Source: an optimization exercise on an open RTL-to-GDS flow (aim: a short achievable clock period). Production flows keep margins and buffers that such runs may drop. The RTL of this run was laid out without a check of its function. Power and IR drop assume default switching activity.

<file path="flow/design.v">
module xv11_framer (
    input  wire         clk,
    input  wire         rst,           
    input  wire         variant,       
    input  wire         poll,
    input  wire         in_valid,
    input  wire [7:0]   in_byte,
    input  wire         in_fail,
    output wire         busy,
    output wire         done,
    output wire         failed,
    output reg          wr_valid,
    output reg  [6:0]   wr_group,
    output reg  [127:0] wr_data,
    output reg  [15:0]  speed_raw,
    output reg  [22:0]  speed_sum,
    output reg  [6:0]   good_packets
);
    localparam [1:0] PH_IDLE   = 2'd0,
                     PH_SEARCH = 2'd1,
                     PH_SPEED  = 2'd2,
                     PH_FILL   = 2'd3;
    localparam [1:0] RES_NONE  = 2'd0,
                     RES_SCAN  = 2'd1,
                     RES_FAIL  = 2'd2;
    localparam [1:0] W_HUNT = 2'd0,    
                     W_HDR  = 2'd1,    
                     W_PKT  = 2'd2,    
                     W_STOP = 2'd3;    
    localparam [10:0] P_LAST     = 11'd1979;   
    localparam [10:0] P_LAST_HDR = 11'd1958;   
    localparam [10:0] L_LAST     = 11'd1439;   
    reg  [1:0]  phase;
    reg  [1:0]  result;
    reg         legacy;
    reg  [1:0]  start_count;
    reg  [10:0] fill_count;
    reg  [1:0]  wstate;
    reg  [4:0]  pkt_off;
    reg  [6:0]  pkt_idx;
    reg  [7:0]  buffer [0:17];
    assign busy   = (phase != PH_IDLE);
    assign done   = (result == RES_SCAN);
    assign failed = (result == RES_FAIL);
    wire take_poll = (phase == PH_IDLE) && poll;
    wire take_fail = (phase != PH_IDLE) && in_fail;
    wire take_byte = (phase != PH_IDLE) && !in_fail && in_valid;
    wire is_fa  = (in_byte == 8'hFA);
    wire is_idx = (in_byte >= 8'hA0) && (in_byte <= 8'hF9);
    wire hdr_ok = (fill_count <= P_LAST_HDR);
    reg [7:0] lsync_byte;
    always @(*) begin
        case (start_count)
            2'd0: lsync_byte = 8'h5A;
            2'd1: lsync_byte = 8'hA5;
            2'd2: lsync_byte = 8'h00;
            default: lsync_byte = 8'hC0;
        endcase
    end
    reg        buf_we;
    reg [4:0]  buf_addr;
    always @(*) begin
        buf_we   = 1'b0;
        buf_addr = 5'd0;
        if (take_byte && phase == PH_FILL) begin
            if (legacy) begin
                buf_we   = 1'b1;
                buf_addr = {1'b0, fill_count[3:0]} + 5'd2;
            end else if (wstate == W_PKT && !is_fa && pkt_off <= 5'd19) begin
                buf_we   = 1'b1;
                buf_addr = pkt_off - 5'd2;
            end
        end
    end
    reg [7:0] nbuf [0:17];
    integer j;
    always @(*) begin
        for (j = 0; j < 18; j = j + 1)
            nbuf[j] = (buf_we && {27'd0, buf_addr} == j) ? in_byte : buffer[j];
    end
    reg [127:0] group_data;
    always @(*) begin
        for (j = 0; j < 16; j = j + 1)
            group_data[8*j +: 8] = nbuf[j + 2];
    end
    always @(posedge clk) begin
        if (buf_we)
            buffer[buf_addr] <= in_byte;
    end
    always @(posedge clk) begin
        if (rst) begin
            phase       <= PH_IDLE;
            result      <= RES_NONE;
            start_count <= 2'd0;
            wr_valid    <= 1'b0;
        end else begin
            wr_valid <= 1'b0;
            if (take_poll) begin
                legacy       <= variant;
                phase        <= PH_SEARCH;
                result       <= RES_NONE;
                start_count  <= 2'd0;
                speed_sum    <= 23'd0;
                good_packets <= 7'd0;
            end else if (take_fail) begin
                phase       <= PH_IDLE;
                result      <= RES_FAIL;
                start_count <= 2'd0;
            end else if (take_byte) begin
                case (phase)
                PH_SEARCH: begin
                    if (legacy) begin
                        if (in_byte == lsync_byte) begin
                            if (start_count == 2'd3) begin
                                start_count <= 2'd0;
                                fill_count  <= 11'd0;
                                phase       <= PH_SPEED;
                            end else begin
                                start_count <= start_count + 2'd1;
                            end
                        end else begin
                            start_count <= 2'd0;
                        end
                    end else begin
                        if (start_count == 2'd0 && in_byte == 8'hFA) begin
                            start_count <= 2'd1;
                        end else if (start_count == 2'd1 && in_byte == 8'hA0) begin
                            start_count <= 2'd0;
                            fill_count  <= 11'd2;
                            phase       <= PH_FILL;
                            wstate      <= W_PKT;
                            pkt_idx     <= 7'd0;
                            pkt_off     <= 5'd2;
                        end else begin
                            start_count <= 2'd0;
                        end
                    end
                end
                PH_SPEED: begin
                    if (fill_count[0] == 1'b0) begin
                        speed_raw[7:0] <= in_byte;
                        fill_count     <= 11'd1;
                    end else begin
                        speed_raw[15:8] <= in_byte;
                        fill_count      <= 11'd0;
                        phase           <= PH_FILL;
                    end
                end
                PH_FILL: begin
                    if (legacy) begin
                        if (fill_count[3:0] == 4'd15) begin
                            wr_valid <= 1'b1;
                            wr_group <= fill_count[10:4];
                            wr_data  <= group_data;
                        end
                        if (fill_count == L_LAST) begin
                            phase  <= PH_IDLE;
                            result <= RES_SCAN;
                        end else begin
                            fill_count <= fill_count + 11'd1;
                        end
                    end else begin
                        case (wstate)
                        W_HUNT: begin
                            if (is_fa && hdr_ok)
                                wstate <= W_HDR;
                        end
                        W_HDR: begin
                            if (is_idx) begin
                                wstate  <= W_PKT;
                                pkt_idx <= in_byte[6:0] - 7'h20;   
                                pkt_off <= 5'd2;
                            end else if (is_fa && hdr_ok) begin
                                wstate <= W_HDR;
                            end else begin
                                wstate <= W_HUNT;
                            end
                        end
                        W_PKT: begin
                            if (is_fa) begin
                                wstate <= hdr_ok ? W_HDR : W_HUNT;
                            end else if (pkt_off == 5'd21) begin
                                wr_valid     <= 1'b1;
                                wr_group     <= pkt_idx;
                                wr_data      <= group_data;
                                speed_sum    <= speed_sum + {7'd0, nbuf[1], nbuf[0]};
                                good_packets <= good_packets + 7'd1;
                                wstate       <= (pkt_idx == 7'd89) ? W_STOP : W_HUNT;
                            end else begin
                                pkt_off <= pkt_off + 5'd1;
                            end
                        end
                        default: ;
                        endcase
                        if (fill_count == P_LAST) begin
                            phase  <= PH_IDLE;
                            result <= RES_SCAN;
                        end else begin
                            fill_count <= fill_count + 11'd1;
                        end
                    end
                end
                default: ;
                endcase
            end
        end
    end
endmodule
</file>
<file path="flow/run.sh">
#!/bin/bash
# synth_recipe.tcl (not shown) runs the flow's synth.tcl, then flattens the netlist and writes it again
# the make line also repeats each setting of config.mk as NAME=value (left out here)
make -C /OpenROAD-flow-scripts/flow DESIGN_CONFIG=/design/flow/config.mk WORK_HOME=/design/flow/orfs CLKGATE_MAP_FILE= SYNTH_SCRIPT=/design/flow/synth_recipe.tcl finish
</file>
<file path="flow/config.mk">
export PLATFORM = sky130hd
export DESIGN_NAME = xv11_framer
export DESIGN_NICKNAME = xv11_framer
export VERILOG_FILES = /design/flow/design.v
export SDC_FILE = /design/flow/constraint.sdc
export NUM_CORES = 4
export LEC_CHECK = 0
export CAP_MARGIN = 20
export CORE_MARGIN = 2
export CORE_UTILIZATION = 40
export SLEW_MARGIN = 20
</file>
<file path="flow/constraint.sdc">
create_clock -name core_clock -period 4.8 [get_ports {clk}]
set_input_delay 0.9600 -clock core_clock [delete_from_list [all_inputs] [get_ports {clk}]]
set_output_delay 0.9600 -clock core_clock [all_outputs]
set_load 0.01 [all_outputs]
</file>
==> results_tabular.tex <==
\begin{tabular}{lr}
\hline
Metric & Value \\
\hline
\multicolumn{2}{l}{\textbf{Clocking}} \\
Number of H-tree levels & 2 \\
CTS Root Buffer Type & sky130\_fd\_sc\_hd\_\_clkbuf\_16 \\
TritonCTS Buffers & 39 \\
CTS Buffer Depth & 3 \\
Hold-fix buffers, CTS & 0 \\
CTS tree & built \\
Clock insertion delay at the later pin of the skew report & around 0.52 ns \\
Clock transition at the registers of the reported paths & about 0.060 ns \\
CTS sink count & about 360 \\
\multicolumn{2}{l}{\textbf{Critical path}} \\
Element type at the critical path start & input pin \\
Arrival @ worst endpoint & 4.86 ns \\
WP data required & approximately 5 ns \\
Most repeated library cell on the critical path & sky130\_fd\_sc\_hd\_\_buf\_4 \\
Launching instance or port of the critical path & in\_fail \\
Startpoint of the worst register-to-register path & pkt\_off[1] \\
Terminus of the critical flop-to-flop path & speed\_sum[16] \\
Crit-path slowest cell & sky130\_fd\_sc\_hd\_\_clkdlybuf4s50\_1 \\
Longest individual stage delay on the worst path & $\sim$0.41 ns \\
Count of cells along the worst register-to-register path & 18 \\
Worst path cell trace & clkdlybuf4s50\_1, nand2b\_1, or2\_4, nor2\_1, o32ai\_2, and2\_1, nand2\_2, mux2\_2, ha\_1, inv\_1, fa\_1, nor2b\_1, o31a\_1, o41ai\_1, buf\_4, o31ai\_4, buf\_4, a311o\_1, and3\_1 \\
Category of the critical setup timing path & in2reg \\
Endpoint of the worst setup timing path & speed\_sum[16] \\
Max FO, Critical Path & 7 \\
Slack of the worst reg-to-reg path & 0.42 ns \\
CP endpoint kind & flip-flop \\
\multicolumn{2}{l}{\textbf{Logic synthesis}} \\
Area share of the leading cell type in the synthesized netlist & around two thirds \\
Primary FF master, synth & sky130\_fd\_sc\_hd\_\_edfxtp\_1 \\
Number of different library cells in the post-synthesis netlist & 70 \\
Async set or reset register ratio after synthesis & 0\% \\
Fraction of the yosys area taken by sequential cells & a little under 70\% \\
Count of flip-flops with a built-in enable after synthesis & roughly 350 \\
Cell type with the highest aggregate area in the netlist & sky130\_fd\_sc\_hd\_\_edfxtp\_1 \\
Most frequently used cell type in the post-synthesis netlist & sky130\_fd\_sc\_hd\_\_edfxtp\_1 \\
Post-synthesis area per instance & between 15 and 20 um2 \\
Cell area after synthesis & roughly 15,000 um2 \\
Synthesized netlist cell count & between 900 and 1,000 \\
Synth area leaders & sky130\_fd\_sc\_hd\_\_edfxtp\_1, sky130\_fd\_sc\_hd\_\_mux2\_2, sky130\_fd\_sc\_hd\_\_ha\_1 \\
Warnings from Yosys & 2 \\
Top cells by instance count after synthesis & sky130\_fd\_sc\_hd\_\_edfxtp\_1, sky130\_fd\_sc\_hd\_\_mux2\_2, sky130\_fd\_sc\_hd\_\_nor2\_1 \\
Syn Nets & 1,025 \\
Flip-flop and latch count after synthesis & about 360 \\
\multicolumn{2}{l}{\textbf{Cells and area}} \\
Layout cell share with drive strength beyond 1 & about a quarter \\
Final net count & between 1,000 and 1,500 \\
N\_diodes & 0 \\
Fin area & slightly below 20,000 um2 \\
Core utilization of the finished layout & between 50\% and 60\% \\
Synthesis-to-layout area growth & 28.9\% \\
Count of placed standard cells in the final layout, fillers left out & about 1,800 \\
\multicolumn{2}{l}{\textbf{Floorplanning}} \\
Die H & 200 um \\
Row count & slightly above 70 \\
Ports & about 200 \\
Die boundary width & 200 um \\
Floorplan core area & 37,800 um2 \\
Die area & 40,000 um2 \\
Initial cell density of the core & between 40\% and 50\% \\
\multicolumn{2}{l}{\textbf{STA}} \\
Transition time of the tightest slew-check pin & about 1.1 ns \\
RSZ-0062 raised after global routing & false \\
Minimum setup slack in the final design & 0.221 ns \\
Count of final max-slew check failures & 0 \\
Final critical delay including setup and external delays & between 4 and 5 ns \\
Worst setup skew after layout & roughly 0.014 ns \\
Fmax & approximately 220 MHz \\
Final-report hold violation count & 0 \\
Total setup violations reported at the end of the flow & 0 \\
Worst slew margin relative to its limit & 28.3\% \\
Period utilisation layout & between 90\% and 100\% \\
\multicolumn{2}{l}{\textbf{Placement}} \\
Placed cell areas & approximately 19,000 um2 \\
Final GP Congestion & between 0.8 and 0.9 \\
Detailed-placement wirelength estimate & 22,100 um \\
Port bufs & 198 \\
Dpl ws & -0.627 ns \\
Inst Count DP & 1,729 \\
\multicolumn{2}{l}{\textbf{Global routing}} \\
Total congestion overflow after global routing & 0 \\
GRT Overall Usage & between 10\% and 20\% \\
Number of antenna violations at the first check in global routing & 2 \\
First-pass GRT wire length & $\sim$53,000 um \\
Number of global-route vias before repair & about 9,000 \\
Largest net degree at the start of global routing & about 140 \\
\multicolumn{2}{l}{\textbf{Route}} \\
Met2 wire len & about 17,000 um \\
Met3 Routed Length & roughly 1300 um \\
Post-route DRC violation count & 0 \\
Via count & between 8,000 and 9,000 \\
Top Layer Used & met4 \\
Number of iterations in the first detailed-routing pass & 5 \\
Routed length on met1 & between 15,000 and 20,000 um \\
Detailed router's first-iteration violation count & approximately 650 \\
DR WL/cell & a little under 20 um \\
Via density per instance & 4.98 \\
Total length of routed wires & 34,900 um \\
Number of nets with antenna violations after detailed routing & 0 \\
\multicolumn{2}{l}{\textbf{Worst hold path}} \\
Worst hold path stage count & 2 \\
Worst min-delay path category & reg2reg \\
\multicolumn{2}{l}{\textbf{Power}} \\
Lkg Pwr & 7.01 nW \\
Power share of the combinational group & under 10\% \\
Share of power burned in registers & between 50\% and 60\% \\
Switching part of the total power & between 20\% and 30\% \\
Part of the total power dissipated in the clock network & 43.1\% \\
Internal power & about 0.0054 W \\
P per Cell Area & 345 nW/um2 \\
Max VDD drop & 0.000229 V \\
Switching component of the power & 0.00143 W \\
\multicolumn{2}{l}{\textbf{Status}} \\
Outcome & timing/DRC/antenna clean \\
\multicolumn{2}{l}{\textbf{Run}} \\
Number of maximum-capacitance violations & 0 \\
\hline
\end{tabular}
[flip-flops by register name, summed over array words and instances (netlist names)]
signal	cells
good_packets	7
wstate	2
legacy	1
result	2
phase	2
buffer	144
speed_sum	23
wr_group	7
wr_data	128
pkt_off	5
pkt_idx	7
speed_raw	16
wr_valid	1
fill_count	11
start_count	2
[metrics by stage]
| step | setup TNS [ns] | total power, W | hold WS [ns] |
|---|---|---|---|
| global placement | -2.43 | 0.00395 | 0.494 |
| CTS | 0 | 0.00691 | 0.514 |
| detailed placement | -4.66 | 0.00395 | 0.497 |
| finish | 0 | 0.00683 | 0.511 |
| global route | 0 | 0.00707 | 0.525 |
| floorplan | -212.79 | 0.00375 | 0.456 |
[routing by layer]
metal  up-vias  global-route usage [%]
li1       4295                       -
met1      4426                    23.5
met2       198                    29.8
met3        54                    2.45
met4         0                    4.97
met5         -                       0
[power groups by stage]
stage	sequential (W)	combinational (W)	clock [W]
2_1_floorplan	0.00355	0.000202	0
3_3_place_gp	0.00355	0.000397	0
3_5_place_dp	0.00355	0.000402	0
4_1_cts	0.00349	0.000406	0.00302
5_1_grt	0.00349	0.000448	0.00313
6_report	0.00349	0.000402	0.00294
[worst min path at each step]
stage               startpoint   endpoint  slack (ns)
finish               result[0]  result[0]        0.51
global route         result[0]  result[0]        0.52
CTS                  result[0]  result[0]        0.51
detailed placement   result[0]  result[0]        0.50
global placement     result[0]  result[0]        0.49
floorplan            result[0]  result[0]        0.46
[final cells by class]
| type | count | area (um2) |
|---|---|---|
| Fill cell | 3140 | 17900 |
| Sequential cell | 358 | 10700 |
| Multi-Input combinational cell | 543 | 4480 |
| Timing Repair Buffer | 291 | 2650 |
| Clock buffer | 49 | 1060 |
| Tap cell | 511 | 639 |
| Clock inverter | 19 | 201 |
| Inverter | 30 | 113 |
[layout by cell type, fill, tap and decap left out, types with 3 or more instances in the layout]
cell / synthesis / final
sky130_fd_sc_hd__clkbuf_1: 29 / 8
sky130_fd_sc_hd__o21a_1: 4 / 4
sky130_fd_sc_hd__mux2i_1: 6 / 6
sky130_fd_sc_hd__nor2b_1: 11 / 10
sky130_fd_sc_hd__nand4_1: 7 / 7
sky130_fd_sc_hd__nand4b_1: 5 / 5
sky130_fd_sc_hd__ha_1: 36 / 36
sky130_fd_sc_hd__buf_4: 2 / 92
sky130_fd_sc_hd__nand3_1: 21 / 21
sky130_fd_sc_hd__clkinv_2: 0 / 5
sky130_fd_sc_hd__and3_1: 13 / 13
sky130_fd_sc_hd__buf_2: 9 / 8
sky130_fd_sc_hd__nand2b_1: 9 / 9
sky130_fd_sc_hd__a21oi_1: 32 / 31
sky130_fd_sc_hd__o21ai_0: 16 / 16
sky130_fd_sc_hd__o31a_1: 3 / 3
sky130_fd_sc_hd__clkinvlp_4: 0 / 3
sky130_fd_sc_hd__clkbuf_16: 0 / 41
sky130_fd_sc_hd__clkinv_1: 0 / 6
sky130_fd_sc_hd__xnor2_1: 15 / 15
sky130_fd_sc_hd__bufinv_16: 0 / 4
sky130_fd_sc_hd__a21o_1: 11 / 11
sky130_fd_sc_hd__nor4b_1: 5 / 3
sky130_fd_sc_hd__or3_1: 7 / 7
sky130_fd_sc_hd__dfxtp_1: 7 / 7
sky130_fd_sc_hd__edfxtp_1: 351 / 351
sky130_fd_sc_hd__nor4bb_1: 3 / 3
sky130_fd_sc_hd__nor3b_1: 6 / 4
sky130_fd_sc_hd__clkdlybuf4s50_1: 0 / 190
sky130_fd_sc_hd__inv_1: 30 / 30
sky130_fd_sc_hd__mux2_2: 144 / 144
sky130_fd_sc_hd__xor2_1: 18 / 18
sky130_fd_sc_hd__a31oi_1: 4 / 4
sky130_fd_sc_hd__nor3_1: 9 / 8
sky130_fd_sc_hd__mux2_4: 8 / 8
sky130_fd_sc_hd__and2_1: 5 / 5
sky130_fd_sc_hd__a211oi_1: 3 / 3
sky130_fd_sc_hd__nand2_1: 37 / 36
sky130_fd_sc_hd__nor2_1: 60 / 59
[critical path: cells and delay by family]
kind	cells	cell delay, ns
multiplexers	1	0.36
AO/OA/AOI/OAI	5	1.09
adder cells (fa/ha/maj)	2	0.40
buffers and inverters	4	0.86
AND/OR/NAND/NOR	7	1.19
[logic make-up after synthesis]
| logic type | after synthesis | share of synthesized area [%] |
|---|---|---|
| AOI/OAI and AO/OA | 99 | 4.43 |
| xor gates and xnor gates | 33 | 1.88 |
| adders and majority gates | 37 | 3.06 |
| buffers and inverters | 73 | 1.95 |
| DFF | 358 | 69.4 |
| muxes | 158 | 11.7 |
| and+or+nand+nor | 216 | 7.52 |
[timing repair]
action                     CTS  global route
resized for setup            1             5
buffers inserted             0             4
setup endpoints to repair    3             5
pin swaps                    0             0

[separate check: timing with driven ports]
The flow's constraints put no driver on any port. The routed layout listed below was extracted and timed again, unchanged, in two steps.
Step 1 assumes that a clkbuf_16 drives the clock port and a buf_2 every other input.
Step 2 times the ports against the registers' clock, not the clock port: input delays grow and output delays shrink by t, the midpoint of the rising clock arrivals with the driver on.
a / b / c = ideal ports / drivers / drivers and shift; a / b = the first two.
shift t [ns]: 0.570
setup slack, ns: 0.221 / 0.249 / -0.321
worst hold slack (ns): 0.511 / 0.511 / 0.511
clock arrival spread, ns: 0.014 / 0.014
pins driven straight from the clock port: 1
With both steps, setup timing fails in this run, where it was met with ideal ports. The setup slack of this run moves by +0.028 ns with the drivers and by -0.542 ns with both steps.
